Source: an optimization exercise on an open RTL-to-GDS flow (aim: small area). Production flows keep margins and buffers that such runs may drop. In this exercise RTL edits were held to simulation tests only and were not proved equivalent to the original. Power and IR drop assume default switching activity.

--- flow/design.v ---
module px4led_bit_engine (
    input  wire       clk,
    input  wire       rst_n,
    input  wire       scl_i,
    input  wire       sda_i,
    output wire       sda_oe,
    output wire       ev_rx_stop,    
    output wire       ev_rx_data,    
    output wire       ev_sla_w,      
    output wire       ev_tx_load,    
    output wire       tx_first,      
    output wire [7:0] rx_byte,
    input  wire [7:0] tx_byte
);
    localparam [2:0] S_IDLE = 3'd0,
                     S_ADDR = 3'd1,
                     S_AAW  = 3'd2,
                     S_AAR  = 3'd3,
                     S_RX   = 3'd4,
                     S_RXA  = 3'd5,
                     S_TX   = 3'd6,
                     S_TXA  = 3'd7;
    reg [1:0] scl_sync, sda_sync;
    reg       scl_q, sda_q;
    wire      scl = scl_sync[1];
    wire      sda = sda_sync[1];
    reg [2:0] st;
    reg [8:0] sr;
    wire c_ss   = scl_q & scl & (sda_q ^ sda);
    wire c_rise = ~scl_q & scl;
    wire c_fall = scl_q & ~scl;
    wire st_idle = (st == S_IDLE);
    wire st_addr = (st == S_ADDR);
    wire st_aaw  = (st == S_AAW);
    wire st_aar  = (st == S_AAR);
    wire st_rx   = (st == S_RX);
    wire st_rxa  = (st == S_RXA);
    wire st_tx   = (st == S_TX);
    wire st_txa  = (st == S_TXA);
    wire rx_bound = ~|sr[8:2];
    wire ev_err   = c_ss & ~st_idle & ~st_addr & ~(st_rx & rx_bound);
    assign ev_rx_stop = c_ss & st_rx & rx_bound;
    assign ev_rx_data = c_fall & st_rxa;
    assign ev_sla_w   = c_fall & st_aaw;
    assign ev_tx_load = c_fall & (st_aar | (st_txa & ~sr[0]));
    assign tx_first   = st_aar;
    assign rx_byte    = sr[7:0];
    assign sda_oe     = st_aaw | st_aar | st_rxa | (st_tx & ~sr[8]);
    always @(posedge clk) begin
        if (!rst_n) begin
            scl_sync <= 2'b11;
            sda_sync <= 2'b11;
            scl_q    <= 1'b1;
            sda_q    <= 1'b1;
            st       <= S_IDLE;
        end else begin
            scl_sync <= {scl_sync[0], scl_i};
            sda_sync <= {sda_sync[0], sda_i};
            scl_q    <= scl;
            sda_q    <= sda;
            if (c_ss) begin
                st <= (~sda & ~ev_err) ? S_ADDR : S_IDLE;
            end else if (c_fall) begin
                case (st)
                    S_ADDR: if (sr[8]) st <= (sr[7:1] == 7'h55) ? (sr[0] ? S_AAR : S_AAW) : S_IDLE;
                    S_AAW:  st <= S_RX;
                    S_AAR:  st <= S_TX;
                    S_RX:   if (sr[8]) st <= S_RXA;
                    S_RXA:  st <= S_RX;
                    S_TX:   if (~|sr[6:0]) st <= S_TXA;
                    S_TXA:  st <= sr[0] ? S_IDLE : S_TX;
                    default: ;
                endcase
            end
        end
    end
    always @(posedge clk) begin
        if (c_ss | (c_fall & (st_aaw | st_rxa)))
            sr <= 9'd1;
        else if (ev_tx_load)
            sr <= {tx_byte, 1'b1};
        else if ((c_rise & (st_addr | st_rx | st_txa)) | (c_fall & st_tx))
            sr <= {sr[7:0], c_rise & sda};
    end
endmodule
module px4led_protocol_engine (
    input  wire       clk,
    input  wire       rst_n,
    input  wire       ev_rx_stop,
    input  wire       ev_rx_data,
    input  wire       ev_sla_w,
    input  wire       ev_tx_load,
    input  wire       tx_first,
    input  wire [7:0] rx_byte,
    output wire [7:0] tx_byte,
    output reg        ready,
    output wire       n_zero,
    output wire       do_colour,
    output wire       do_script,
    output wire       do_settings,
    output reg  [3:0] pb, pg, pr,
    output reg        vb, vg, vr,
    input  wire       load_reply,
    input  wire [5:0] reply0,
    input  wire [7:0] reply1
);
    localparam [1:0] K_OTHER = 2'd0, K_AUTO = 2'd1, K_SCRIPT = 2'd2, K_SETTINGS = 2'd3;
    reg [3:0] rx_len;
    reg       pm;
    reg [1:0] sel;
    wire [7:0] rb    = rx_byte;
    wire       take  = ev_rx_data & ~&rx_len;
    wire       first = (rx_len == 4'd0);
    wire [1:0] pcls  = (rb[7:2] == 6'b100000) ? rb[1:0] : 2'd0;
    wire [1:0] tgt   = (pm & ~first) ? (rx_len[0] ? sel : 2'd0)
                                     : ((rx_len[3:2] == 2'd0) ? rx_len[1:0] : 2'd0);
    always @(posedge clk) begin
        if (!rst_n)
            ready <= 1'b0;
        else
            ready <= ev_rx_stop;
    end
    always @(posedge clk) begin
        if (ev_sla_w)
            rx_len <= 4'd0;
        else if (take)
            rx_len <= rx_len + 4'd1;
    end
    always @(posedge clk) begin
        if (take) begin
            if (first) begin
                pm  <= (pcls != 2'd0);
                sel <= (pcls != 2'd0)   ? pcls :
                       (rb == 8'h01)    ? K_AUTO :
                       (rb == 8'hAA)    ? K_SCRIPT :
                       (rb == 8'h84)    ? K_SETTINGS : K_OTHER;
                vb  <= 1'b0;
                vg  <= 1'b0;
                vr  <= 1'b0;
            end else if (pm & ~rx_len[0]) begin
                sel <= pcls;
            end
            if (tgt == 2'd1) begin pb <= rb[3:0]; vb <= 1'b1; end
            if (tgt == 2'd2) begin pg <= rb[3:0]; vg <= 1'b1; end
            if (tgt == 2'd3) begin pr <= rb[3:0]; vr <= 1'b1; end
        end
    end
    wire n_ge2  = |rx_len[3:1];
    assign n_zero      = first;
    assign do_colour   = ready & ~first & (pm | ((sel == K_AUTO) & (rx_len == 4'd4)));
    assign do_script   = ready & ~first & ~pm & (sel == K_SCRIPT) & n_ge2;
    assign do_settings = ready & ~first & ~pm & (sel == K_SETTINGS) & n_ge2;
    reg       tv;
    reg [5:0] s0;
    reg [7:0] s1;
    reg [1:0] cur;
    wire [1:0] cur_e = tx_first ? 2'd0 : cur;
    assign tx_byte = ~tv             ? 8'h00 :
                     (cur_e == 2'd0) ? {2'b00, s0} :
                     (cur_e == 2'd1) ? s1 : 8'h00;
    always @(posedge clk) begin
        if (!rst_n)
            tv <= 1'b0;
        else if (load_reply)
            tv <= 1'b1;
    end
    always @(posedge clk) begin
        if (load_reply) begin
            s0 <= reply0;
            s1 <= reply1;
        end
        if (ev_tx_load)
            cur <= (tv & ~cur_e[1]) ? cur_e + 2'd1 : cur_e;
    end
endmodule
module px4led_foreground (
    input  wire       clk,
    input  wire       rst_n,
    input  wire       tick_i,
    input  wire       ready,
    input  wire       n_zero,
    input  wire       do_colour,
    input  wire       do_script,
    input  wire       do_settings,
    input  wire [3:0] pb, pg, pr,
    input  wire       vb, vg, vr,
    output wire       load_reply,
    output wire [5:0] reply0,
    output wire [7:0] reply1,
    output reg  [3:0] red, green, blue,
    output reg        hb
);
    reg       powersave, enable;
    reg [3:0] rcnt;
    reg [5:0] hcnt;
    wire refresh_due = (rcnt == 4'd0);
    wire heart_due   = refresh_due & (hcnt == 6'd49);
    assign load_reply = refresh_due | (ready & n_zero);
    assign reply0     = {enable, powersave, blue};
    assign reply1     = {green, red};
    always @(posedge clk) begin
        if (!rst_n) begin
            red       <= 4'd0;
            green     <= 4'd0;
            blue      <= 4'd0;
            powersave <= 1'b0;
            enable    <= 1'b0;
            hb        <= 1'b0;
            rcnt      <= 4'd10;
            hcnt      <= 6'd0;
        end else begin
            rcnt <= (refresh_due ? 4'd10 : rcnt) - {3'd0, tick_i};
            if (refresh_due)
                hcnt <= (hcnt == 6'd49) ? 6'd0 : hcnt + 6'd1;
            if (heart_due)
                hb <= ~hb;
            if (do_script) begin
                red   <= 4'd0;
                green <= 4'd0;
                blue  <= 4'd0;
            end
            if (do_colour & vb) blue  <= pb;
            if (do_colour & vg) green <= pg;
            if (do_colour & vr) red   <= pr;
            if (do_settings) begin
                powersave <= pb[0];
                enable    <= pb[1];
            end
        end
    end
endmodule
module px4led_pwm (
    input  wire       clk,
    input  wire       rst_n,
    input  wire       pwm_tick_i,
    input  wire [3:0] red, green, blue,
    output reg        pwm_r,
    output reg        pwm_g,
    output reg        pwm_b
);
    reg [7:0] phase;
    wire      lowz = (phase[3:0] == 4'd0);
    wire      hz   = (phase[7:4] == 4'd0);
    always @(posedge clk) begin
        if (!rst_n) begin
            phase <= 8'd0;
            pwm_r <= 1'b0;
            pwm_g <= 1'b0;
            pwm_b <= 1'b0;
        end else if (pwm_tick_i) begin
            phase <= phase + 8'd1;
            if (lowz) begin
                if (hz)                        pwm_r <= |red;
                else if (phase[7:4] == red)    pwm_r <= 1'b0;
                if (hz)                        pwm_g <= |green;
                else if (phase[7:4] == green)  pwm_g <= 1'b0;
                if (hz)                        pwm_b <= |blue;
                else if (phase[7:4] == blue)   pwm_b <= 1'b0;
            end
        end
    end
endmodule
module px4led (
    input  wire clk,
    input  wire rst_n,
    input  wire scl_i,
    input  wire sda_i,
    output wire sda_oe_o,
    input  wire tick_i,
    input  wire pwm_tick_i,
    output wire pwm_r_o,
    output wire pwm_g_o,
    output wire pwm_b_o,
    output wire hb_o
);
    wire       ev_rx_stop, ev_rx_data, ev_sla_w, ev_tx_load, tx_first;
    wire [7:0] rx_byte, tx_byte;
    wire       ready, n_zero, do_colour, do_script, do_settings;
    wire [3:0] pb, pg, pr;
    wire       vb, vg, vr;
    wire       load_reply;
    wire [5:0] reply0;
    wire [7:0] reply1;
    wire [3:0] red, green, blue;
    px4led_bit_engine u_bit (
        .clk        (clk),
        .rst_n      (rst_n),
        .scl_i      (scl_i),
        .sda_i      (sda_i),
        .sda_oe     (sda_oe_o),
        .ev_rx_stop (ev_rx_stop),
        .ev_rx_data (ev_rx_data),
        .ev_sla_w   (ev_sla_w),
        .ev_tx_load (ev_tx_load),
        .tx_first   (tx_first),
        .rx_byte    (rx_byte),
        .tx_byte    (tx_byte)
    );
    px4led_protocol_engine u_pe (
        .clk         (clk),
        .rst_n       (rst_n),
        .ev_rx_stop  (ev_rx_stop),
        .ev_rx_data  (ev_rx_data),
        .ev_sla_w    (ev_sla_w),
        .ev_tx_load  (ev_tx_load),
        .tx_first    (tx_first),
        .rx_byte     (rx_byte),
        .tx_byte     (tx_byte),
        .ready       (ready),
        .n_zero      (n_zero),
        .do_colour   (do_colour),
        .do_script   (do_script),
        .do_settings (do_settings),
        .pb          (pb),
        .pg          (pg),
        .pr          (pr),
        .vb          (vb),
        .vg          (vg),
        .vr          (vr),
        .load_reply  (load_reply),
        .reply0      (reply0),
        .reply1      (reply1)
    );
    px4led_foreground u_fg (
        .clk         (clk),
        .rst_n       (rst_n),
        .tick_i      (tick_i),
        .ready       (ready),
        .n_zero      (n_zero),
        .do_colour   (do_colour),
        .do_script   (do_script),
        .do_settings (do_settings),
        .pb          (pb),
        .pg          (pg),
        .pr          (pr),
        .vb          (vb),
        .vg          (vg),
        .vr          (vr),
        .load_reply  (load_reply),
        .reply0      (reply0),
        .reply1      (reply1),
        .red         (red),
        .green       (green),
        .blue        (blue),
        .hb          (hb_o)
    );
    px4led_pwm u_pwm (
        .clk        (clk),
        .rst_n      (rst_n),
        .pwm_tick_i (pwm_tick_i),
        .red        (red),
        .green      (green),
        .blue       (blue),
        .pwm_r      (pwm_r_o),
        .pwm_g      (pwm_g_o),
        .pwm_b      (pwm_b_o)
    );
endmodule
--- flow/flow/run.sh ---
#!/bin/bash
# Layout flow: the standard layout (standard.sh) with these changes.
#  * Ports are buffered with sky130_fd_sc_hd__buf_1.
#  * Clock tree synthesis adds no dummy loads.
#  * Gates off the critical paths are downsized after global routing.
# Each step's full output goes to a log file in this folder; ORFS's own
# per-step logs are under orfs/logs/.
set -euo pipefail
W=$(pwd)

# synthesis script: synth_recipe.tcl sourcing a copy of ORFS's synth.tcl in
# which only the ABC script argument is replaced
sed "s|^  log_cmd abc {\*}\$abc_args|  lset abc_args 1 $W/flow/abc_area.script\n  log_cmd abc {*}\$abc_args|" \
    "$FLOW_HOME/scripts/synth.tcl" > "$W/synth_body_area.tcl"
grep -q "lset abc_args 1" "$W/synth_body_area.tcl"
sed "s|\$::env(SCRIPTS_DIR)/synth.tcl|$W/synth_body_area.tcl|" synth_recipe.tcl > "$W/synth_area.tcl"
grep -q "synth_body_area.tcl" "$W/synth_area.tcl"
sed "s|SYNTH_SCRIPT=[^ ]*|SYNTH_SCRIPT=$W/synth_area.tcl ADDER_MAP_FILE=|" standard.sh > "$W/standard_area.sh"
grep -q "synth_area.tcl ADDER_MAP_FILE=" "$W/standard_area.sh"

bash "$W/standard_area.sh" synth > "$W/synth.log" 2>&1

export CTS_ARGS="-sink_clustering_enable -repair_clock_nets -dont_use_dummy_load"
export BUFFER_PORTS_ARGS="-buffer_cell sky130_fd_sc_hd__buf_1"
export RECOVER_POWER=100
bash standard.sh > "$W/layout.log" 2>&1
--- flow/flow/abc_area.script ---
&get -n
&st
&dch
&nf -R 1000
&put
topo
--- flow/standard.sh ---
#!/bin/bash
# synth_recipe.tcl (not shown) runs the flow's synth.tcl, then flattens the netlist and writes it again
# the make line also repeats each setting of config.mk as NAME=value (left out here)
make -C /OpenROAD-flow-scripts/flow DESIGN_CONFIG=/design/flow/config.mk WORK_HOME=/design/flow/orfs CLKGATE_MAP_FILE= SYNTH_SCRIPT=/design/flow/synth_recipe.tcl "${@:-finish}"
--- flow/config.mk ---
export PLATFORM = sky130hd
export DESIGN_NAME = px4led
export DESIGN_NICKNAME = px4led
export VERILOG_FILES = /design/flow/design.v
export SDC_FILE = /design/flow/constraint.sdc
export NUM_CORES = 4
export LEC_CHECK = 0
export CAP_MARGIN = 20
export CORE_MARGIN = 2
export CORE_UTILIZATION = 40
export SLEW_MARGIN = 20
--- flow/constraint.sdc ---
create_clock -name core_clock -period 10.0 [get_ports {clk}]
set_input_delay 2.0000 -clock core_clock [delete_from_list [all_inputs] [get_ports {clk}]]
set_output_delay 2.0000 -clock core_clock [all_outputs]
set_load 0.01 [all_outputs]
==> run_results.csv, run 1 <==
group,metric,value,unit
critical_path,cp_top_family,"buffers and inverters",
timing,setup_ws,6.21,ns
global_routing,antenna_found_initial,0,
routing,routed_wl,7640,um
power,ir_worst_vdd,0.0630,mV
routing,avgRoutedWirePerCell,15.2,um
timing,worst_pin_slew,1.90,ns
power,powerDensity,155,nW/um2
synth,synth-edff-count,34,
routing,drc,0,
routing,drt_first_iter_violations,151,
timing,setup_viol,0,
critical_path,path_cells,"buf_1 > clkbuf_1 > clkinv_1 > a221oi_1",
synth,yosysUniqueCellTypes,40,
synth,syn_inst,368,
floorplanning,coreArea,9200,um2
synth,yosysTopAreaCell,"dfxtp_1",
global_routing,grt_pass1_wl,12800,um
timing,finalCriticalPeriod,3.79,ns
routing,dr.pass1.iters,5,
clock_tree,worstSkewPairLatency,0.35,ns
synth,async_flop_share,0,
clock_tree,cts_buffer_depth,2,
global_routing,grt_use_total,0.160,
critical_path,start_kind,"primary input",
place,dpl.hpwl,5380,um
critical_path,required,10.24,ns
synth,ys_seq_area_frac,0.587,
place,place_congestion,0.811,
place,io_buffers,10,
routing,vias,2778,
final_layout,multiInputGateArea,1520,um2
final_layout,area_growth,8.33,%
floorplanning,initial_core_util,0.412,
clock_tree,cts_tree,"built",
timing,slew_headroom,-0.279,
critical_path,crit_arrival,4.03,ns
synth,yosysWarnings,4,
critical_path,critPathBufInv,3,
final_layout,final_common_cell,"dfxtp_1",
place,place_ws,6.40,ns
clock_tree,cts_setup_buffers,0,
floorplanning,num_rows,35,
floorplanning,ios,11,
synth,ys.flop_type,"dfxtp_1",
global_routing,grt_pass1_vias,2642,
clock_tree,ctsResizeCount,0,
run,max_cap_viol_count,1,
synth,synth.avg_cell_area,10.3,um2
global_routing,grt_overflow,0,
final_layout,fill_cells,889,
floorplanning,fp.dieH,101,um
synth,yosysTopAreaCellShare,0.317,
synth,synth_area,3780,um2
timing,fmax,264,MHz
final_layout,layout_common_cells,"dfxtp_1 (60), nor2_1 (56), edfxtp_1 (34)",
clock_tree,cts.sinks,94,
min_path,min_path_type,"flip-flop to flip-flop",
floorplanning,die_area,10300,um2
timing,clock_skew,0.0268,ns
routing,detail-route-antenna-nets,0,
clock_tree,cts_hold_buf,0,
critical_path,end_kind,"flip-flop",
final_layout,regArea,2220,um2
final_layout,fin_nets,399,
critical_path,path_max_fanout,26,
final_layout,drive_gt1_frac,0.0230,
routing,vias_per_cell,5.53,
final_layout,insertedDiodeCount,0,
timing,slew_viol_final,16,
clock_tree,ctsRootBufferMaster,"clkbuf_8",
clock_tree,clkTransAtPathRegs,0.10,ns
outcome,status,"finished with violations",
global_routing,grt_max_degree,27,
timing,grt_setup_unrepaired,"no",
floorplanning,die_x,101,um
synth,synth.ff_latch_count,94,
timing,finalHoldViolations,0,
clock_tree,cts_buffers,9,
critical_path,cpMaxStageDelayCell,"clkinv_1",
synth,synth_nets,374,
power,p_leak,1.45,nW
critical_path,slowest_delay,0.89,ns
timing,setup_tns,0,ns
synth,synthTopCellsByArea,"dfxtp_1 (32%), edfxtp_1 (27%), nor2_1 (5.6%), a21oi_1 (3.6%), xor2_1 (3.2%)",
critical_path,critPathKind,"primary input to flip-flop",
timing,post-route-period-util,0.379,
clock_tree,cts-htree-levels,3,
outcome,check.faults,"capacitance limit, slew limit",
[path summary, 6_finish.rpt]
kind / startpoint / to / slack [ns] / cells past startpoint
hold / removal: u_bit.sda_sync[0] / u_bit.sda_sync[1] / 0.41 / 1
setup reg to reg: u_pe.rx_len[1] / u_pe.s0[5] / 7.14 / 3
hold reg to reg: u_bit.sda_sync[0] / u_bit.sda_sync[1] / 0.41 / 1
setup / recovery: rst_n / u_pwm.pwm_r / 6.21 / 4
[cell families (layout without fill, tap and decap cells)]
kind of cell	after synthesis	count (layout)	synth area share
buffers and inverters	11	34	0.0109
AO/OA/AOI/OAI	94	94	0.165
AND/OR/NAND/NOR	153	153	0.200
flip-flops	94	94	0.587
XOR/XNOR	16	16	0.0370
[synth_stat cells (2+ instances only)]
| library cell | n |
|---|---|
| dfxtp_1 | 60 |
| nor2_1 | 56 |
| edfxtp_1 | 34 |
| a21oi_1 | 27 |
| nand2_1 | 24 |
| o21ai_0 | 18 |
| nor3_1 | 15 |
| a22oi_1 | 14 |
| nand2b_1 | 14 |
| xor2_1 | 14 |
| clkinv_1 | 11 |
| and3_1 | 9 |
| a221oi_1 | 7 |
| a32o_1 | 7 |
| nor4_1 | 7 |
| a211oi_1 | 5 |
| nand3_1 | 5 |
| or3_1 | 4 |
| and2_0 | 3 |
| nor3b_1 | 3 |
| o211ai_1 | 3 |
| or4_1 | 3 |
| a31oi_1 | 2 |
| a41oi_1 | 2 |
| nand3b_1 | 2 |
| nand4b_1 | 2 |
| nor2b_1 | 2 |
| o21a_1 | 2 |
| xnor2_1 | 2 |
[worst reg2reg max path, stage by stage, from the launching register on]
cell and delay [ns]:
dfxtp_1 0.36, nor3_1 0.30, nand2b_1 0.28, o21ai_0 1.51
[state kept, by name, indices dropped and copies added, names as in the netlist, 6 cells and up]
signal / cells
u_pe.s1: 8
u_bit.sr: 9
u_pe.s0: 6
u_pwm.phase: 8
u_fg.hcnt: 6
[where the power goes]
| group | switching [W] | internal (W) | leakage, nW | total (W) |
|---|---|---|---|---|
| clock network | 0.000108 | 0.0000808 | 0.0647 | 0.000189 |
| registers | 0.0000107 | 0.000402 | 0.782 | 0.000413 |
| logic | 0.0000206 | 0.0000128 | 0.602 | 0.0000334 |
| total | 0.000139 | 0.000496 | 1.45 | 0.000635 |
[metrics by stage]
step | std cells | total power, W | area [um2] | hold WS, ns | util
floorplan | 368 | 0.000443 | 3780 | 0.386 | -
global placement | 493 | 0.000455 | 3990 | 0.391 | 0.434
detailed placement | 493 | 0.000455 | 3990 | 0.400 | 0.434
CTS | 502 | 0.000645 | 4120 | 0.417 | 0.447
global route | 502 | 0.000663 | 4100 | 0.428 | 0.446
finish | 502 | 0.000635 | 4100 | 0.413 | 0.446
[per-layer routing]
layer | up-vias | global-route usage | wire length, um
met2 | 28 | 0.260 | 3620
li1 | 1419 | - | -
met1 | 1329 | 0.213 | 3770
met3 | 2 | 0.0283 | 214
met5 | - | 0 | 0
met4 | 0 | 0.0634 | 29
[layout make-up]
class / count / area share
repair buffers: 14 / 0.0128
well taps: 111 / 0.0339
clock buffers: 9 / 0.0302
multi-input cells: 263 / 0.371
flip-flops and latches: 94 / 0.542
inverters: 11 / 0.0101
==> inputs of run 2 (changes only) <==
--- a/flow/flow/run.sh
+++ b/flow/flow/run.sh
@@ -4,3 +4,2 @@
 #  * Clock tree synthesis adds no dummy loads.
-#  * Gates off the critical paths are downsized after global routing.
 # Each step's full output goes to a log file in this folder; ORFS's own
@@ -24,3 +23,2 @@
 export BUFFER_PORTS_ARGS="-buffer_cell sky130_fd_sc_hd__buf_1"
-export RECOVER_POWER=100
 bash standard.sh > "$W/layout.log" 2>&1
==> flow/flow/abc_area.script (replaced) <==
&get -n
&st
&deepsyn -T 20
&dch
&nf -R 1000
&put
topo
==> run 2 against run 1 <==
The run now finishes clean; die area down 3.4%; register-to-register slack better by 0.17 ns; combinational power down 43%; sequential power down 2%; largest cell class unchanged.
==> run_results.csv, run 2 <==
group,metric,value,unit
place,place_congestion,0.826,
run,max_cap_viol_count,0,
synth,synth.most_common_cell,"dfxtp_1",
final_layout,area_growth,8.54,%
clock_tree,ctsRootBufferMaster,"clkbuf_8",
power,powerDensity,155,nW/um2
critical_path,path_cells,"a21oi_1 > a31oi_1 > buf_1",
synth,async_flop_share,0,
critical_path,critPathKind,"flip-flop to output port",
final_layout,largest_register,"u_bit.sr",
global_routing,antenna_found_initial,0,
synth,yosysUniqueCellTypes,37,
routing,detail-route-antenna-nets,0,
power,ir_worst_vdd,0.0926,mV
synth,synthTopCellsByCount,"dfxtp_1 (60), edfxtp_1 (34), nor2_1 (33)",
min_path,min_path_type,"flip-flop to flip-flop",
routing,vias_per_cell,5.62,
place,io_buffers,10,
timing,slew_viol_final,0,
final_layout,fin_nets,370,
final_layout,drive_gt1_frac,0.0304,
clock_tree,cts-htree-levels,3,
timing,setup_tns,0,ns
final_layout,largest_reg_flops,9,
global_routing,grt_overflow,0,
place,dp.cells,461,
synth,ys_seq_area_frac,0.609,
floorplanning,ios,11,
critical_path,cp_top_family,"flip-flops",
clock_tree,cts_setup_buffers,0,
floorplanning,num_rows,34,
final_layout,top_regs,"u_bit.sr x9, u_pe.s1 x8, u_pwm.phase x8",
routing,vias,2640,
synth,ys.flop_type,"dfxtp_1",
timing,finalCriticalPeriod,3.44,ns
final_layout,final_cell_count_no_fill,470,
clock_tree,worstSkewPairLatency,0.35,ns
critical_path,crit_arrival,1.44,ns
timing,grt_setup_unrepaired,"no",
timing,setup_viol,0,
timing,finalHoldViolations,0,
power,p_leak,1.55,nW
synth,yosysTopAreaCell,"dfxtp_1",
clock_tree,cts_tree,"built",
power,total_power,0.000613,W
synth,synthTopCellsByArea,"dfxtp_1 (33%), edfxtp_1 (28%), nor2_1 (3.4%), xor2_1 (3.4%), o21ai_0 (3.2%)",
routing,drt_first_iter_violations,190,
global_routing,grt_pass1_vias,2436,
floorplanning,initial_core_util,0.414,
timing,clock_skew,0.0261,ns
clock_tree,ctsResizeCount,0,
synth,synth_area,3650,um2
global_routing,grt_pass1_wl,12200,um
floorplanning,coreArea,8810,um2
synth,synth_nets,347,
critical_path,required,8.00,ns
final_layout,fill_cells,826,
synth,synth-edff-count,34,
critical_path,start_kind,"flip-flop",
routing,routed_wl,7450,um
clock_tree,cts_buffer_depth,2,
global_routing,grt_max_degree,27,
final_layout,insertedDiodeCount,0,
clock_tree,cts_buffers,9,
timing,worst_pin_slew,0.941,ns
critical_path,path_max_fanout,15,
place,dpl.hpwl,5260,um
routing,drc,0,
final_layout,final_common_cell,"dfxtp_1",
critical_path,critPathBufInv,1,
clock_tree,cts.sinks,94,
critical_path,end_kind,"output port",
clock_tree,clkTransAtPathRegs,0.08,ns
critical_path,cpMaxStageDelayCell,"dfxtp_1",
clock_tree,cts_hold_buf,0,
floorplanning,fp.dieH,99.5,um
outcome,status,"no timing/DRC/antenna violations",
synth,syn_inst,341,
floorplanning,die_area,9900,um2
timing,fmax,291,MHz
synth,synth.ff_latch_count,94,
final_layout,layout_common_cells,"dfxtp_1 (60), edfxtp_1 (34), nor2_1 (33)",
timing,post-route-period-util,0.344,
timing,slew_headroom,0.368,
global_routing,grt_use_total,0.157,
routing,dr.pass1.iters,4,
floorplanning,die_x,99.5,um
synth,synth.avg_cell_area,10.7,um2
critical_path,slowest_delay,0.60,ns
synth,yosysTopAreaCellShare,0.329,
synth,yosysWarnings,4,
routing,avgRoutedWirePerCell,15.9,um
==> run 2: cell count changes after synthesis, sizes merged, moves of 5 or more <==
cell    delta
a222oi     +8
a32o       -6
a22o      +13
nor2      -23
a221oi     -7
o21ai      +5
a21oi      -6
and2       +6
a22oi     -14
==> run 2: final timing paths <==
path                                   startpoint                 to  slack (ns)  depth (start not counted)
worst max-delay path                  u_bit.st[2]           sda_oe_o        6.56                          3
worst max register to register        u_bit.sr[3]        u_bit.st[0]        7.31                          6
worst min register to register  u_bit.scl_sync[0]  u_bit.scl_sync[1]        0.41                          1
worst min-delay path            u_bit.scl_sync[0]  u_bit.scl_sync[1]        0.41                          1
==> run 2: area by class of cell <==
type                    instances  area (um2)  area share
inverters                      10        37.5     0.00948
flip-flops and latches         94        2220       0.561
clock buffers                   9         124      0.0313
multi-input cells             237        1390       0.351
repair buffers                 12        52.6      0.0133
well taps                     108         135      0.0341
==> run 2: stage by stage <==
stage          setup WS, ns  hold slack [ns]  instance area [um2]   util
6_report               6.56            0.408                 3960  0.450
5_1_grt                6.42            0.422                 3960  0.450
4_1_cts                6.55            0.410                 3960  0.450
3_5_place_dp           6.24            0.392                 3840  0.436
3_3_place_gp           6.33            0.392                 3840  0.436
2_1_floorplan          6.92            0.386                 3650      -
==> run 2: kinds of logic (layout without fill, tap and decap cells) <==
kind of cell | count (synthesis) | after routing | share of synthesized area
AND/OR/NAND/NOR | 137 | 137 | 0.189
flip-flops | 94 | 94 | 0.609
AO/OA/AOI/OAI | 84 | 84 | 0.154
XOR/XNOR | 15 | 15 | 0.0360
buffers and inverters | 10 | 31 | 0.0103
multiplexers | 1 | 1 | 0.00274
==> run 2: metal layers <==
metal  part of all wire  track usage  vias to the layer above
met3              0.029       0.0260                        2
met1               0.51        0.216                     1274
met4             0.0034       0.0601                        0
li1                   -            -                     1322
met2               0.46        0.251                       42
met5                  0            0                        -
==> run 2: power breakdown <==
| group | total [W] | leakage (nW) | switching (W) | internal (W) |
|---|---|---|---|---|
| sequential | 0.000404 | 0.834 | 0.00000551 | 0.000399 |
| combinational | 0.0000191 | 0.650 | 0.0000117 | 0.00000736 |
| clock | 0.000190 | 0.0647 | 0.000109 | 0.0000809 |
| total | 0.000613 | 1.55 | 0.000127 | 0.000487 |
==> inputs of run 3 (changes only) <==
==> flow/flow/abc_area.script (replaced) <==
&get -n
&st
&dch
&nf -R 1000
&put
topo
==> run 3 against run 2 <==
First-iteration DRC count decreased by 23%; core utilization decreased by 0.20 points; setup slack got worse by 0.078 ns; non-clock buffer count grew 2; total power up 3.8%.
==> run_results.csv, run 3 <==
group,metric,value,unit
outcome,status,"no timing/DRC/antenna violations",
synth,yosysTopAreaCell,"dfxtp_1",
final_layout,layout_common_cells,"dfxtp_1 (60), nor2_1 (56), edfxtp_1 (34)",
floorplanning,fp.dieH,101,um
routing,dr.pass1.iters,5,
place,io_buffers,10,
timing,holdWs,0.413,ns
timing,post-route-period-util,0.351,
run,max_cap_viol_count,0,
clock_tree,ctsRootBufferMaster,"clkbuf_8",
synth,yosysWarnings,4,
power,ir_worst_vdd,0.0631,mV
routing,drc,0,
synth,synth.avg_cell_area,10.3,um2
routing,vias,2778,
critical_path,crit_arrival,1.51,ns
synth,ys_seq_area_frac,0.587,
timing,slew_headroom,0.383,
floorplanning,initial_core_util,0.412,
timing,grt_setup_unrepaired,"no",
timing,slew_viol_final,0,
global_routing,grt_use_total,0.160,
timing,finalCriticalPeriod,3.51,ns
critical_path,required,8.00,ns
global_routing,grt_pass1_vias,2642,
routing,drt_first_iter_violations,147,
synth,synth_nets,374,
min_path,min_path_type,"flip-flop to flip-flop",
global_routing,antenna_found_initial,0,
synth,async_flop_share,0,
timing,worst_pin_slew,0.912,ns
synth,synth_area,3780,um2
clock_tree,clkTransAtPathRegs,0.08,ns
clock_tree,cts_hold_buf,0,
global_routing,use_met2,0.260,
routing,routed_wl,7670,um
synth,synthTopCellsByCount,"dfxtp_1 (60), nor2_1 (56), edfxtp_1 (34)",
final_layout,fill_cells,882,
synth,synth.ff_latch_count,94,
floorplanning,coreArea,9200,um2
critical_path,end_kind,"output port",
final_layout,top_regs,"u_bit.sr x9, u_pe.s1 x8, u_pwm.phase x8",
clock_tree,cts_tree,"built",
place,place_congestion,0.811,
floorplanning,die_x,101,um
final_layout,area_growth,8.83,%
floorplanning,die_area,10300,um2
clock_tree,cts-htree-levels,3,
power,powerDensity,155,nW/um2
timing,setup_viol,0,
final_layout,drive_gt1_frac,0.0358,
critical_path,start_kind,"flip-flop",
synth,synth-edff-count,34,
routing,detail-route-antenna-nets,0,
clock_tree,cts_setup_buffers,0,
synth,synthTopCellsByArea,"dfxtp_1 (32%), edfxtp_1 (27%), nor2_1 (5.6%), a21oi_1 (3.6%), xor2_1 (3.2%)",
global_routing,grt_max_degree,27,
global_routing,grt_overflow,0,
synth,yosysTopAreaCellShare,0.317,
final_layout,largest_reg_flops,9,
clock_tree,ctsResizeCount,0,
clock_tree,cts_buffers,9,
critical_path,rrSetupSlack,7.44,ns
critical_path,path_max_fanout,10,
synth,ys.flop_type,"dfxtp_1",
timing,fmax,284,MHz
clock_tree,cts_buffer_depth,2,
timing,finalHoldViolations,0,
floorplanning,ios,11,
power,p_leak,1.47,nW
clock_tree,worstSkewPairLatency,0.35,ns
final_layout,insertedDiodeCount,0,
final_layout,final_area,4120,um2
global_routing,grt_most_used_layer,"met2",
synth,synth.most_common_cell,"dfxtp_1",
routing,avgRoutedWirePerCell,15.3,um
final_layout,final_common_cell,"dfxtp_1",
global_routing,grtUsageMet1,0.213,
timing,clock_skew,0.0265,ns
place,dpl.hpwl,5380,um
timing,setup_tns,0,ns
floorplanning,num_rows,35,
routing,vias_per_cell,5.53,
final_layout,largest_register,"u_bit.sr",
critical_path,critPathKind,"flip-flop to output port",
final_layout,fin_nets,399,
synth,syn_inst,368,
global_routing,grt_use_met3,0.0283,
place,place_area,3990,um2
clock_tree,cts.sinks,94,
synth,yosysUniqueCellTypes,40,
global_routing,grt_pass1_wl,12800,um
[run 3: changes by cell type after synthesis, moves of 6 or more]
cell      previous run  this run
nor2_1              33        56
a22oi_1              0        14
a22o_1              13         0
a222oi_1             8         0
a221oi_1             0         7
a21oi_1             21        27
a32o_1               1         7
and2_0               9         3
[run 3: per-layer routing]
layer / wire (um) / part of all wire
met5: 0 / 0
met4: 29 / 0.0038
met3: 249 / 0.032
met2: 3640 / 0.47
met1: 3750 / 0.49
[run 3: worst paths after layout]
path / depth (start not counted) / from / to
worst max-delay path: 5 / u_bit.st[2] / sda_oe_o
worst min-delay path: 1 / u_bit.sda_sync[0] / u_bit.sda_sync[1]
worst max register to register: 6 / u_bit.sr[3] / u_bit.st[0]
worst min register to register: 1 / u_bit.sda_sync[0] / u_bit.sda_sync[1]
[run 3: critical path, stage by stage, from the launching register on]
cell	delay, ns
dfxtp_1	0.52
clkinv_1	0.23
nor2_1	0.14
a21oi_1	0.04
o21ai_0	0.08
buf_1	0.17
[run 3: stage by stage]
step,cells,total power [W],utilization,worst slack [ns]
after global routing,502,0.000664,0.448,6.34
after global placement,493,0.000455,0.434,6.47
final,502,0.000637,0.448,6.49
after CTS,502,0.000645,0.447,6.46
after floorplan,368,0.000443,-,7.00
after detailed placement,493,0.000455,0.434,6.40
[run 3: cell type report]
cell class | count | area [um2] | area share
multi-input cells | 263 | 1530 | 0.370
flip-flops and latches | 94 | 2220 | 0.539
clock buffers | 9 | 124 | 0.0301
inverters | 11 | 41.3 | 0.0100
well taps | 111 | 139 | 0.0337
repair buffers | 14 | 67.6 | 0.0164
[run 3: cells by family after synthesis]
group,share of synthesized area
AOI/OAI and AO/OA,0.165
xor gates and xnor gates,0.0370
buffers and inverters,0.0109
DFF,0.587
and+or+nand+nor,0.200
[run 3: power by group]
group	switching, W	internal (W)
sequential	0.0000107	0.000402
clock	0.000109	0.0000809
combinational	0.0000209	0.0000131
total	0.000141	0.000496
==> inputs of run 4 (changes only) <==
--- a/flow/design.v
+++ b/flow/design.v
@@ -157,5 +157,4 @@
     wire [1:0] cur_e = tx_first ? 2'd0 : cur;
-    assign tx_byte = ~tv             ? 8'h00 :
-                     (cur_e == 2'd0) ? {2'b00, s0} :
-                     (cur_e == 2'd1) ? s1 : 8'h00;
+    assign tx_byte = (tv & ~cur_e[1] & ~cur_e[0]) ? {2'b00, s0} :
+                     (tv & cur_e[0])             ? s1 : 8'h00;
     always @(posedge clk) begin
@@ -172,3 +171,3 @@
         if (ev_tx_load)
-            cur <= (tv & ~cur_e[1]) ? cur_e + 2'd1 : cur_e;
+            cur <= tv ? {cur_e[0] | cur_e[1], ~cur_e[0] & ~cur_e[1]} : cur_e;
     end
@@ -195,4 +194,5 @@
     reg [5:0] hcnt;
-    wire refresh_due = (rcnt == 4'd0);
-    wire heart_due   = refresh_due & (hcnt == 6'd49);
+    wire refresh_due = rcnt[3] & rcnt[1];                
+    wire heart_end   = hcnt[5] & hcnt[4] & hcnt[0];      
+    wire heart_due   = refresh_due & heart_end;
     assign load_reply = refresh_due | (ready & n_zero);
@@ -208,8 +208,8 @@
             hb        <= 1'b0;
-            rcnt      <= 4'd10;
+            rcnt      <= 4'd0;
             hcnt      <= 6'd0;
         end else begin
-            rcnt <= (refresh_due ? 4'd10 : rcnt) - {3'd0, tick_i};
+            rcnt <= (refresh_due ? 4'd0 : rcnt) + {3'd0, tick_i};
             if (refresh_due)
-                hcnt <= (hcnt == 6'd49) ? 6'd0 : hcnt + 6'd1;
+                hcnt <= heart_end ? 6'd0 : hcnt + 6'd1;
             if (heart_due)
@@ -252,8 +252,5 @@
             if (lowz) begin
-                if (hz)                        pwm_r <= |red;
-                else if (phase[7:4] == red)    pwm_r <= 1'b0;
-                if (hz)                        pwm_g <= |green;
-                else if (phase[7:4] == green)  pwm_g <= 1'b0;
-                if (hz)                        pwm_b <= |blue;
-                else if (phase[7:4] == blue)   pwm_b <= 1'b0;
+                pwm_r <= (phase[7:4] != red)   & (hz | pwm_r);
+                pwm_g <= (phase[7:4] != green) & (hz | pwm_g);
+                pwm_b <= (phase[7:4] != blue)  & (hz | pwm_b);
             end
==> flow/flow/abc_area.script (replaced) <==
&get -n
&st
&deepsyn -T 60
&dch
&nf -R 1000
&put
topo
--- a/flow/config.mk
+++ b/flow/config.mk
@@ -9,3 +9,4 @@
 export CORE_MARGIN = 2
-export CORE_UTILIZATION = 40
+export CORE_UTILIZATION = 65
+export PLACE_DENSITY = 0.8
 export SLEW_MARGIN = 20
==> run 4 against run 3 <==
Still clean on timing, DRC and antenna; first-iteration DRC count is 13% higher; largest power group unchanged; largest cell class unchanged; synthesized area is 4.1% lower; non-clock buffer count is 1 lower; total power is 5.3% lower; clock-buffer cell count stayed put; clock skew is 0.0038 ns lower; critical path type unchanged; sequential share of layout area is 3.0 points higher; die area is 40% lower.
==> run_results.csv, run 4 <==
group,metric,value,unit
outcome,status,"no timing/DRC/antenna violations",
final_layout,largest_reg_flops,9,
clock_tree,clkTransAtPathRegs,0.08,ns
global_routing,grt_max_degree,30,
synth,syn_inst,342,
final_layout,multiInputGateArea,1380,um2
synth,synth_nets,348,
timing,grt_setup_unrepaired,"no",
timing,finalCriticalPeriod,3.62,ns
timing,holdWs,0.414,ns
final_layout,drive_gt1_frac,0.0330,
synth,synth.avg_cell_area,10.6,um2
global_routing,grt_most_used_layer,"met2",
synth,ys.flop_type,"dfxtp_1",
critical_path,path_max_fanout,11,
critical_path,r2r_cells,5,
final_layout,regArea,2220,um2
final_layout,final_common_cell,"dfxtp_1",
clock_tree,ctsResizeCount,0,
power,p_leak,1.41,nW
floorplanning,num_rows,27,
floorplanning,ios,11,
critical_path,start_kind,"flip-flop",
place,place_congestion,0.915,
final_layout,utilization,0.718,
place,dpl.hpwl,4680,um
critical_path,rrSetupSlack,7.18,ns
critical_path,timing.rr.end,"u_pe.vr",
global_routing,grt_use_met3,0.0364,
critical_path,end_kind,"output port",
clock_tree,worstSkewPairLatency,0.33,ns
global_routing,grtUsageMet1,0.320,
power,total_power,0.000603,W
final_layout,largest_register,"u_bit.sr",
global_routing,grt_pass1_vias,2316,
min_path,min_from,"u_bit.sda_sync[0]",
min_path,hold_end,"u_bit.sda_sync[1]",
final_layout,fill_cells,395,
timing,clock_skew,0.0227,ns
critical_path,cpMaxStageDelayCell,"dfxtp_1",
critical_path,critPathBufInv,1,
critical_path,slowest_delay,0.53,ns
synth,synth.most_common_cell,"dfxtp_1",
clock_tree,cts_hold_buf,0,
routing,dr.pass1.iters,4,
clock_tree,cts.sinks,94,
clock_tree,cts_setup_buffers,0,
synth,synth_area,3630,um2
critical_path,crit_arrival,1.62,ns
run,max_cap_viol_count,0,
global_routing,use_met2,0.365,
clock_tree,cts_buffer_depth,2,
routing,vias_per_cell,5.87,
timing,worst_pin_slew,0.832,ns
clock_tree,ctsRootBufferMaster,"clkbuf_8",
synth,yosysTopAreaCellShare,0.331,
critical_path,cp_top_family,"flip-flops",
final_layout,insertedDiodeCount,0,
critical_path,required,8.00,ns
critical_path,critPathKind,"flip-flop to output port",
timing,slew_headroom,0.440,
critical_path,r2r_start,"u_bit.st[0]",
routing,vias,2560,
min_path,min_path_type,"flip-flop to flip-flop",
power,powerDensity,155,nW/um2
min_path,holdPathStages,1,
final_layout,area_growth,7.55,%
global_routing,grt_use_total,0.229,
routing,drt_first_iter_violations,166,
place,place_area,3780,um2
routing,routed_wl,6590,um
synth,yosysUniqueCellTypes,33,
routing,avgRoutedWirePerCell,15.1,um
global_routing,grt_overflow,0,
timing,setup_tns,0,ns
routing,detail-route-antenna-nets,0,
synth,async_flop_share,0,
global_routing,antenna_found_initial,0,
timing,setup_viol,0,
routing,drc,0,
clock_tree,cts_tree,"built",
synth,synthTopCellsByCount,"dfxtp_1 (60), edfxtp_1 (34), nor2_1 (32)",
timing,slew_viol_final,0,
place,io_buffers,10,
global_routing,grt_pass1_wl,11000,um
synth,synth-edff-count,34,
floorplanning,fp.dieH,78.7,um
timing,finalHoldViolations,0,
timing,fmax,277,MHz
synth,yosysWarnings,4,
final_layout,final_area,3900,um2
final_layout,fin_nets,372,
synth,yosysTopAreaCell,"dfxtp_1",
synth,synthTopCellsByArea,"dfxtp_1 (33%), edfxtp_1 (28%), a21oi_1 (3.7%), nor2_1 (3.3%), a22oi_1 (3.1%)",
floorplanning,die_area,6200,um2
power,ir_worst_vdd,0.0984,mV
critical_path,path_cells,"nand2_1 > xor2_1 > a21oi_1 > buf_1",
floorplanning,initial_core_util,0.667,
timing,post-route-period-util,0.362,
clock_tree,cts_buffers,9,
final_layout,top_regs,"u_bit.sr x9, u_pe.s1 x8, u_pwm.phase x8",
floorplanning,die_x,78.7,um
synth,synth.ff_latch_count,94,
synth,ys_seq_area_frac,0.612,
final_layout,layout_common_cells,"dfxtp_1 (60), edfxtp_1 (34), nor2_1 (32)",
floorplanning,coreArea,5440,um2
clock_tree,cts-htree-levels,3,
==> run 4: worst max-delay path by stage <==
| stage | start | end | slack [ns] | cells after the start |
|---|---|---|---|---|
| floorplan | pwm_tick_i | u_pwm.phase[7] | 6.92 | 6 |
| global placement | pwm_tick_i | u_pwm.pwm_b | 6.58 | 7 |
| detailed placement | pwm_tick_i | u_pwm.pwm_g | 6.46 | 7 |
| CTS | u_bit.st[0] | sda_oe_o | 6.39 | 4 |
| global route | u_bit.st[0] | sda_oe_o | 6.26 | 4 |
| finish | u_bit.st[0] | sda_oe_o | 6.38 | 4 |
==> run 4: per-stage QoR <==
step | setup slack (ns) | std cells
finish | 6.38 | 436
global route | 6.26 | 436
CTS | 6.39 | 436
detailed placement | 6.46 | 427
global placement | 6.58 | 427
floorplan | 6.92 | 342
==> run 4: layer usage <==
| metal | vias to the layer above | routed length (um) |
|---|---|---|
| li1 | 1313 | - |
| met5 | - | 0 |
| met1 | 1185 | 3150 |
| met2 | 54 | 3100 |
| met3 | 8 | 263 |
| met4 | 0 | 74 |
==> run 4: cells by family (layout without fill, tap and decap cells) <==
kind of cell,after synthesis,count (layout),synth area share
xor gates and xnor gates,14,14,0.0338
AOI/OAI and AO/OA,86,86,0.152
and+or+nand+nor,141,141,0.194
DFF,94,94,0.612
buffers and inverters,7,29,0.00724
==> run 4: cell type report <==
| cell class | instances | share of cell area |
|---|---|---|
| Sequential cell | 94 | 0.569 |
| Multi-Input combinational cell | 241 | 0.354 |
| Clock buffer | 9 | 0.0317 |
| Tap cell | 72 | 0.0231 |
| Timing Repair Buffer | 13 | 0.0154 |
| Inverter | 7 | 0.00673 |
==> run 4: report_power, final <==
part           internal, W  switching, W  leakage [nW]  total [W]
registers         0.000397    0.00000330         0.817   0.000400
logic           0.00000681    0.00000958         0.523  0.0000164
clock network    0.0000808      0.000106        0.0647   0.000187
==> inputs of run 5 (changes only) <==
--- a/flow/config.mk
+++ b/flow/config.mk
@@ -9,4 +9,3 @@
 export CORE_MARGIN = 2
-export CORE_UTILIZATION = 65
-export PLACE_DENSITY = 0.8
+export CORE_UTILIZATION = 40
 export SLEW_MARGIN = 20
==> run 5 against run 4 <==
Clock power grew 3%; synthesized area is the same; wire length grew 9.2%; hold slack lost 0.022 ns; core utilization shrank 27 points; synthesized cell count is the same; design area grew 1.5%; critical path depth is the same; largest cell class unchanged; first-iteration DRC count shrank 17%; die area grew 59%; via count shrank 0.20%.
==> run_results.csv, run 5 <==
group,metric,value,unit
floorplanning,num_rows,34,
clock_tree,clkTransAtPathRegs,0.09,ns
routing,routed_wl,7200,um
global_routing,grt_pass1_vias,2502,
synth,ys_seq_area_frac,0.612,
critical_path,rrSetupSlack,7.61,ns
clock_tree,cts_buffer_depth,2,
final_layout,area_growth,9.21,%
synth,synth_area,3630,um2
place,dpl.hpwl,5070,um
final_layout,fin_nets,374,
timing,setup_ws,6.34,ns
power,total_power,0.000609,W
timing,clock_skew,0.0238,ns
synth,synth-simple-area-share,0.194,
routing,vias_per_cell,5.39,
synth,yosysTopAreaCellShare,0.331,
floorplanning,ios,11,
clock_tree,ctsRootBufferMaster,"clkbuf_8",
routing,routedLengthMet1,3490,um
critical_path,crit_arrival,1.66,ns
routing,drt_first_iter_violations,137,
place,io_buffers,10,
critical_path,r2r_cells,6,
critical_path,critPathKind,"flip-flop to output port",
final_layout,fill_cells,831,
outcome,status,"no timing/DRC/antenna violations",
global_routing,grt_pass1_wl,12000,um
routing,wl_met2,3330,um
final_layout,top_regs,"u_bit.sr x9, u_pe.s1 x8, u_pwm.phase x8",
timing,worst_pin_slew,0.950,ns
synth,synthMuxAreaShare,0,
clock_tree,worstSkewPairLatency,0.35,ns
timing,setup_viol,0,
clock_tree,cts_buffers,9,
place,place_area,3840,um2
final_layout,final_common_cell,"dfxtp_1",
synth,yosys.area_share.xor_xnor,0.0338,
synth,synth_compound_area_frac,0.152,
critical_path,path_max_fanout,11,
final_layout,layout_common_cells,"dfxtp_1 (60), edfxtp_1 (34), nor2_1 (32)",
floorplanning,coreArea,8760,um2
final_layout,largest_register,"u_bit.sr",
run,max_cap_viol_count,0,
critical_path,start_kind,"flip-flop",
routing,vias,2555,
clock_tree,cts.sinks,94,
power,p_leak,1.42,nW
clock_tree,ctsResizeCount,0,
global_routing,grt_max_degree,30,
final_layout,largest_reg_flops,9,
clock_tree,cts_setup_buffers,0,
final_layout,final_area,3960,um2
timing,setup_tns,0,ns
routing,drc,0,
timing,fmax,273,MHz
routing,top_layer,"met4",
timing,finalHoldViolations,0,
timing,slew_viol_final,0,
synth,async_flop_share,0,
routing,route.met3.wl,268,um
routing,dr.pass1.iters,4,
synth,yosysTopAreaCell,"dfxtp_1",
critical_path,required,8.00,ns
global_routing,antenna_found_initial,0,
final_layout,insertedDiodeCount,0,
timing,finalCriticalPeriod,3.66,ns
critical_path,end_kind,"output port",
routing,detail-route-antenna-nets,0,
power,ir_worst_vdd,0.0710,mV
synth,synth.most_common_cell,"dfxtp_1",
synth,ys.flop_type,"dfxtp_1",
routing,avgRoutedWirePerCell,15.2,um
final_layout,drive_gt1_frac,0.0383,
global_routing,grt_use_total,0.155,
min_path,holdPathStages,1,
place,place_ws,6.49,ns
synth,synth.avg_cell_area,10.6,um2
floorplanning,die_area,9850,um2
clock_tree,cts_hold_buf,0,
synth,synth_adder_area_share,0,
synth,synth-edff-count,34,
synth,synthTopCellsByCount,"dfxtp_1 (60), edfxtp_1 (34), nor2_1 (32)",
synth,synth_top_family_by_area,"simple AND/OR/NAND/NOR gates",
timing,grt_setup_unrepaired,"no",
synth,syn_inst,342,
global_routing,grt_overflow,0,
floorplanning,initial_core_util,0.414,
floorplanning,die_x,99.2,um
floorplanning,fp.dieH,99.2,um
synth,yosysWarnings,4,
clock_tree,cts_tree,"built",
synth,synthTopCellsByArea,"dfxtp_1 (33%), edfxtp_1 (28%), a21oi_1 (3.7%), nor2_1 (3.3%), a22oi_1 (3.1%)",
synth,yosysUniqueCellTypes,33,
clock_tree,cts-htree-levels,3,
synth,synth.ff_latch_count,94,
timing,slew_headroom,0.361,
min_path,min_path_type,"flip-flop to flip-flop",
timing,post-route-period-util,0.366,
place,place_congestion,0.774,
synth,synth_nets,348,
power,powerDensity,154,nW/um2
run 5: cell counts after synthesis:
Identical to the previous run, type by type.
run 5: stage by stage:
| stage | util | cells | hold slack (ns) |
|---|---|---|---|
| 3_3_place_gp | 0.438 | 465 | 0.390 |
| 4_1_cts | 0.452 | 474 | 0.400 |
| 6_report | 0.452 | 474 | 0.392 |
| 3_5_place_dp | 0.438 | 465 | 0.405 |
| 2_1_floorplan | - | 342 | 0.386 |
| 5_1_grt | 0.452 | 474 | 0.416 |
run 5: final cells by class:
| type | count | area [um2] | area share |
|---|---|---|---|
| clock buffers | 9 | 124 | 0.0313 |
| inverters | 7 | 26.3 | 0.00663 |
| multi-input cells | 241 | 1380 | 0.348 |
| flip-flops and latches | 94 | 2220 | 0.561 |
| well taps | 108 | 135 | 0.0341 |
| repair buffers | 15 | 75.1 | 0.0189 |
run 5: metal layers:
layer | global-route usage | vias up
met5 | 0 | -
met4 | 0.0558 | 0
met3 | 0.0436 | 9
met2 | 0.245 | 46
met1 | 0.206 | 1187
li1 | - | 1313
run 5: where the power goes:
part            total, W  internal, W  switching, W
Combinational  0.0000169   0.00000684     0.0000101
Clock           0.000192    0.0000808      0.000111
Sequential      0.000400     0.000397    0.00000312
Total           0.000609     0.000484      0.000124
run 5: worst max-delay path, stage by stage (launching register included):
cell     delay [ns]
dfxtp_1        0.55
nand2_1        0.25
xor2_1         0.21
a21oi_1        0.14
buf_1          0.16
run 5: worst paths after layout:
path                                           to         startpoint
worst min register to register  u_bit.sda_sync[1]  u_bit.sda_sync[0]
worst max register to register        u_pe.sel[1]        u_bit.sr[2]
worst max-delay path                     sda_oe_o        u_bit.st[0]
worst min-delay path            u_bit.sda_sync[1]  u_bit.sda_sync[0]
run 5: cells by family after synthesis:
logic type                count (synthesis)
and+or+nand+nor                         141
AOI/OAI and AO/OA                        86
xor gates and xnor gates                 14
DFF                                      94
buffers and inverters                     7
==> inputs of run 6 (changes only) <==
--- a/flow/config.mk
+++ b/flow/config.mk
@@ -9,3 +9,4 @@
 export CORE_MARGIN = 2
-export CORE_UTILIZATION = 40
+export CORE_UTILIZATION = 80
+export PLACE_DENSITY = 0.9
 export SLEW_MARGIN = 20
==> run 6 against run 5 <==
Wire length is 10% higher; non-clock buffer count is 3 lower; via count is 11% higher; clock-buffer cell count stayed put; design area is 2.2% lower; sequential cell count stayed put; hold slack better by 0.024 ns; critical path depth stayed put; sequential power hardly changed; clock skew is 0.0049 ns lower; clock power hardly changed; fmax is 1.0% lower; largest cell class unchanged.
==> run_results.csv, run 6 <==
group,metric,value,unit
outcome,status,"no timing/DRC/antenna violations",
floorplanning,initial_core_util,0.833,
clock_tree,worstSkewPairLatency,0.35,ns
clock_tree,cts_tree,"built",
critical_path,path_max_fanout,11,
critical_path,end_kind,"output port",
floorplanning,die_area,5090,um2
synth,synthTopCellsByCount,"dfxtp_1 (60), edfxtp_1 (34), nor2_1 (32)",
timing,worst_pin_slew,0.980,ns
clock_tree,cts_setup_buffers,0,
routing,drt_first_iter_violations,318,
synth,yosysWarnings,4,
final_layout,area_growth,6.83,%
power,ir_worst_vdd,0.147,mV
routing,avgRoutedWirePerCell,19.1,um
routing,vias_per_cell,6.86,
synth,yosysTopAreaCell,"dfxtp_1",
final_layout,fin_nets,371,
critical_path,required,8.00,ns
synth,synth_adder_area_share,0,
synth,synthTopCellsByArea,"dfxtp_1 (33%), edfxtp_1 (28%), a21oi_1 (3.7%), nor2_1 (3.3%), a22oi_1 (3.1%)",
global_routing,grt_use_total,0.333,
final_layout,largest_register,"u_bit.sr",
clock_tree,ctsRootBufferMaster,"clkbuf_8",
critical_path,crit_arrival,1.70,ns
routing,detail-route-antenna-nets,0,
timing,finalCriticalPeriod,3.70,ns
critical_path,critPathKind,"flip-flop to output port",
synth,ys_seq_area_frac,0.612,
final_layout,drive_gt1_frac,0.0331,
final_layout,top_regs,"u_bit.sr x9, u_pe.s1 x8, u_pwm.phase x8",
final_layout,regArea,2220,um2
routing,routed_wl,7920,um
timing,finalHoldViolations,0,
timing,fmax,270,MHz
critical_path,slowest_delay,0.54,ns
power,switching_share,0.207,
clock_tree,cts_buffers,9,
clock_tree,cts.sinks,94,
timing,holdWs,0.416,ns
synth,synth.ff_latch_count,94,
clock_tree,clkTransAtPathRegs,0.07,ns
floorplanning,fp.dieH,71.3,um
synth,synth.avg_cell_area,10.6,um2
synth,yosys.area_share.xor_xnor,0.0338,
synth,synth_nets,348,
critical_path,cpMaxStageDelayCell,"dfxtp_1",
timing,setup_tns,0,ns
synth,syn_inst,342,
timing,grt_setup_unrepaired,"no",
timing,clock_skew,0.0189,ns
power,internal_power,0.000484,W
synth,synth_top_family_by_area,"simple AND/OR/NAND/NOR gates",
min_path,min_path_type,"flip-flop to flip-flop",
place,place_congestion,0.835,
final_layout,layout_common_cells,"dfxtp_1 (60), edfxtp_1 (34), nor2_1 (32)",
global_routing,grt_max_degree,30,
routing,dr.pass1.iters,5,
routing,vias,2846,
synth,synth_area,3630,um2
power,pwr-share-seq,0.656,
power,p_comb_frac,0.028,
synth,synthMuxAreaShare,0,
critical_path,start_kind,"flip-flop",
synth,synth.most_common_cell,"dfxtp_1",
final_layout,multiInputGateArea,1390,um2
clock_tree,cts_hold_buf,0,
timing,slew_viol_final,0,
timing,post-route-period-util,0.370,
final_layout,insertedDiodeCount,0,
power,p_switching,0.000126,W
global_routing,grt_pass1_vias,2651,
floorplanning,ios,11,
synth,async_flop_share,0,
clock_tree,cts_buffer_depth,2,
place,io_buffers,10,
synth,yosysUniqueCellTypes,33,
global_routing,antenna_found_initial,0,
power,powerDensity,157,nW/um2
synth,ys.flop_type,"dfxtp_1",
floorplanning,die_x,71.3,um
clock_tree,cts-htree-levels,3,
routing,drc,0,
floorplanning,num_rows,24,
critical_path,path_cells,"nand2_1 > xor2_1 > a21oi_1 > buf_1",
timing,setup_ws,6.30,ns
final_layout,final_common_cell,"dfxtp_1",
synth,yosysTopAreaCellShare,0.331,
timing,slew_headroom,0.342,
timing,setup_viol,0,
global_routing,grt_pass1_wl,12800,um
power,p_leak,1.40,nW
floorplanning,coreArea,4350,um2
final_layout,largest_reg_flops,9,
place,dpl.hpwl,5080,um
synth,synth-edff-count,34,
power,clock_power_share,0.316,
place,place_ws,6.45,ns
global_routing,grt_overflow,0,
final_layout,fill_cells,201,
run,max_cap_viol_count,0,
clock_tree,ctsResizeCount,0,
synth,synth-simple-area-share,0.194,
synth,synth_compound_area_frac,0.152,
-- run 6: final cells by class --
cell class	count	area share
clock buffer	9	0.0320
inverter	7	0.00678
multi-input combinational	241	0.358
sequential	94	0.573
tap	52	0.0168
timing repair buffer	12	0.0136
-- run 6: worst max-delay path, delay by kind of cell, from the launching register on --
family	cells	cell delay, ns
buffers and inverters	1	0.17
flip-flops	1	0.54
AND/OR/NAND/NOR	1	0.27
AO/OA/AOI/OAI	1	0.16
XOR/XNOR	1	0.22
-- run 6: routing by layer --
layer | track usage | wire length [um]
met2 | 0.539 | 3860
met3 | 0.0759 | 644
met4 | 0.157 | 247
met5 | 0 | 0
met1 | 0.430 | 3170
-- run 6: cell families after synthesis --
family                    after synthesis
DFF                                    94
xor gates and xnor gates               14
buffers and inverters                   7
and+or+nand+nor                       141
AOI/OAI and AO/OA                      86
-- run 6: final timing paths --
check | start | end | slack, ns | depth (start not counted)
setup / recovery | u_bit.st[0] | sda_oe_o | 6.30 | 4
hold / removal | u_bit.scl_sync[0] | u_bit.scl_sync[1] | 0.42 | 1
setup reg to reg | u_bit.st[0] | u_pe.vr | 7.03 | 5
hold reg to reg | u_bit.scl_sync[0] | u_bit.scl_sync[1] | 0.42 | 1
-- run 6: stage by stage --
step	util	instances	cell area [um2]	power, W
4_1_cts	0.890	415	3880	0.000608
2_1_floorplan	-	342	3630	0.000418
3_5_place_dp	0.862	406	3750	0.000426
6_report	0.890	415	3880	0.000610
5_1_grt	0.890	415	3880	0.000625
3_3_place_gp	0.860	406	3750	0.000424
-- run 6: power groups by stage --
stage	clock network, W	logic (W)	registers, W
after detailed placement	0	0.0000168	0.000409
final	0.000193	0.0000172	0.000400
after global placement	0	0.0000157	0.000408
after floorplan	0	0.0000102	0.000408
after CTS	0.000191	0.0000170	0.000400
after global routing	0.000206	0.0000192	0.000401
==> inputs of run 7 (changes only) <==
==> flow/flow/abc_area.script (replaced) <==
&get -n
&st
&deepsyn -T 20
&dch
&nf -R 1000
&put
topo
--- a/flow/config.mk
+++ b/flow/config.mk
@@ -9,4 +9,3 @@
 export CORE_MARGIN = 2
-export CORE_UTILIZATION = 80
-export PLACE_DENSITY = 0.9
+export CORE_UTILIZATION = 40
 export SLEW_MARGIN = 20
==> run 7 against run 6 <==
Core utilization fell by 44 points; critical endpoint unchanged; synthesized cell count rose by 0.88%; largest power group unchanged; clock-buffer cell count did not move; synthesized area rose by 0.72%; non-clock buffer count did not move; hold slack got worse by 0.011 ns; total power rose by 0.18%; cell count rose by 14%; highest routed layer unchanged.
==> run_results.csv, run 7 <==
group,metric,value,unit
synth,synthTopCellsByCount,"dfxtp_1 (60), nand2_1 (36), edfxtp_1 (34)",
floorplanning,initial_core_util,0.415,
final_layout,largest_reg_flops,9,
outcome,status,"no timing/DRC/antenna violations",
power,p_comb_frac,0.027,
global_routing,grt_use_met3,0.0443,
final_layout,area_growth,8.52,%
synth,yosysTopAreaCell,"dfxtp_1",
place,dp.cells,465,
power,p_switching,0.000127,W
timing,setup_viol,0,
global_routing,grt_pass1_vias,2478,
clock_tree,clkTransAtPathRegs,0.08,ns
timing,setup_tns,0,ns
clock_tree,cts_hold_buf,0,
global_routing,grtUsageMet1,0.208,
power,switching_share,0.208,
synth,ys.flop_type,"dfxtp_1",
clock_tree,worstSkewPairLatency,0.35,ns
synth,yosysWarnings,4,
floorplanning,fp.dieH,99.6,um
final_layout,top_regs,"u_bit.sr x9, u_pe.s1 x8, u_pwm.phase x8",
power,internal_power,0.000485,W
floorplanning,ios,11,
place,dpl.hpwl,5180,um
floorplanning,coreArea,8810,um2
synth,synth.ff_latch_count,94,
floorplanning,die_area,9920,um2
routing,avgRoutedWirePerCell,15.4,um
routing,vias,2567,
routing,drc,0,
synth,async_flop_share,0,
critical_path,end_kind,"output port",
floorplanning,die_x,99.6,um
timing,finalCriticalPeriod,3.61,ns
synth,synth-edff-count,34,
synth,synth_area,3650,um2
final_layout,layout_common_cells,"dfxtp_1 (60), nand2_1 (36), edfxtp_1 (34)",
final_layout,drive_gt1_frac,0.0301,
synth,synth_nets,351,
critical_path,crit_arrival,1.61,ns
timing,slew_viol_final,0,
synth,yosysUniqueCellTypes,38,
power,ir_worst_vdd,0.0763,mV
clock_tree,ctsRootBufferMaster,"clkbuf_8",
synth,syn_inst,345,
global_routing,grt_pass1_wl,12300,um
floorplanning,num_rows,34,
synth,synth.most_common_cell,"dfxtp_1",
global_routing,antenna_found_initial,0,
clock_tree,cts_tree,"built",
place,io_buffers,10,
final_layout,insertedDiodeCount,0,
final_layout,fin_nets,374,
timing,worst_pin_slew,0.899,ns
clock_tree,cts.sinks,94,
routing,vias_per_cell,5.42,
synth,synth.avg_cell_area,10.6,um2
place,place_congestion,0.826,
final_layout,final_cell_count_no_fill,474,
critical_path,path_max_fanout,9,
timing,post-route-period-util,0.361,
clock_tree,ctsResizeCount,0,
global_routing,grt_overflow,0,
timing,finalHoldViolations,0,
final_layout,final_common_cell,"dfxtp_1",
synth,ys_seq_area_frac,0.608,
global_routing,grt_use_total,0.159,
routing,routed_wl,7290,um
timing,fmax,277,MHz
timing,grt_setup_unrepaired,"no",
power,pwr-share-seq,0.656,
routing,dr.pass1.iters,4,
timing,clock_skew,0.0151,ns
clock_tree,cts_setup_buffers,0,
critical_path,start_kind,"flip-flop",
clock_tree,cts-htree-levels,3,
synth,yosysTopAreaCellShare,0.329,
global_routing,grt_most_used_layer,"met2",
routing,detail-route-antenna-nets,0,
routing,drt_first_iter_violations,163,
run,max_cap_viol_count,0,
timing,slew_headroom,0.400,
critical_path,critPathKind,"flip-flop to output port",
critical_path,required,8.00,ns
final_layout,utilization,0.450,
global_routing,grt_max_degree,32,
power,clock_power_share,0.317,
min_path,min_path_type,"flip-flop to flip-flop",
power,powerDensity,154,nW/um2
clock_tree,cts_buffer_depth,2,
global_routing,use_met2,0.256,
final_layout,largest_register,"u_bit.sr",
synth,synthTopCellsByArea,"dfxtp_1 (33%), edfxtp_1 (28%), nand2_1 (3.7%), nor2_1 (3.2%), a22oi_1 (3.1%)",
power,p_leak,1.47,nW
clock_tree,cts_buffers,9,
[run 7: kinds of logic after synthesis]
logic type	Yosys count	synth area share
flops	94	0.608
buf+inv	7	0.00719
xor+xnor	13	0.0312
compound gates	84	0.150
simple gates	147	0.203
[run 7: power groups by stage]
stage / sequential [W] / clock (W) / combinational [W]
finish: 0.000401 / 0.000194 / 0.0000167
global route: 0.000401 / 0.000215 / 0.0000191
CTS: 0.000401 / 0.000202 / 0.0000169
detailed placement: 0.000410 / 0 / 0.0000169
global placement: 0.000410 / 0 / 0.0000165
floorplan: 0.000409 / 0 / 0.0000103
[run 7: final cells by class]
type	instances	area, um2
clock buffers	9	124
fillers	858	4840
inverters	7	26.3
multi-input cells	244	1410
flip-flops and latches	94	2220
well taps	108	135
repair buffers	12	52.6
[run 7: worst paths after layout]
kind                     start           endpoint  slack [ns]  cells after the start
max                u_bit.st[0]           sda_oe_o        6.39                      4
min reg2reg  u_bit.sda_sync[0]  u_bit.sda_sync[1]        0.40                      1
min          u_bit.sda_sync[0]  u_bit.sda_sync[1]        0.40                      1
max reg2reg        u_bit.st[0]            u_pe.vr        7.29                      5
[run 7: stage by stage]
step | power (W) | cell area, um2 | hold WS, ns | setup WS, ns
after detailed placement | 0.000427 | 3840 | 0.393 | 6.53
after global routing | 0.000635 | 3970 | 0.424 | 6.25
after floorplan | 0.000419 | 3650 | 0.386 | 6.91
after CTS | 0.000620 | 3970 | 0.412 | 6.40
final | 0.000612 | 3970 | 0.405 | 6.39
after global placement | 0.000426 | 3840 | 0.388 | 6.58
[run 7: worst max-delay path, cell delays in order (launching register included)]
cell and delay (ns):
dfxtp_1 0.49, nand2_1 0.24, xor2_1 0.20, a21oi_1 0.17
buf_1 0.17
[run 7: layer usage]
layer,wire length (um),vias up
li1,-,1313
met1,3540,1206
met2,3380,39
met3,247,9
met4,119,0
met5,0,-

-- separate check: timing with driven ports --
How much do the figures lean on ideal ports? The routed layouts below were timed once more, with nothing changed but the port constraints.
Step 1 sets driving cells, clkbuf_16 on the clock port and buf_2 on the other inputs (assumed; they add their load-dependent delay and slew).
Step 2 moves the port delays by t, midway between the first and last clock arrival at a register: inputs arrive t later, outputs are due t later. That takes back most of the time a late clock gives input paths.
a / b / c = ideal ports / drivers / drivers and shift; a / b = the first two.
run	shift t [ns]	slack for setup (ns)	hold WS [ns]	slew at the worst register clock pin (ns)	worst slew at a driven data input, ns
run 1	0.364	6.207 / 6.216 / 5.852	0.413 / 0.413 / 0.413	0.10 / 0.10	0.03
run 2	0.361	6.563 / 6.536 / 6.242	0.408 / 0.408 / 0.408	0.10 / 0.10	0.04
run 3	0.364	6.485 / 6.454 / 6.471	0.413 / 0.413 / 0.413	0.09 / 0.09	0.03
run 4	0.349	6.384 / 6.357 / 6.477	0.414 / 0.414 / 0.414	0.08 / 0.08	0.03
run 5	0.370	6.336 / 6.304 / 6.483	0.392 / 0.392 / 0.392	0.09 / 0.09	0.03
run 6	0.372	6.298 / 6.269 / 6.416	0.416 / 0.416 / 0.416	0.09 / 0.09	0.04
run 7	0.376	6.390 / 6.357 / 6.504	0.405 / 0.405 / 0.405	0.09 / 0.09	0.03
For run 1, which loses most, drivers alone change the setup slack by +0.009 ns; drivers and shift together by -0.355 ns.
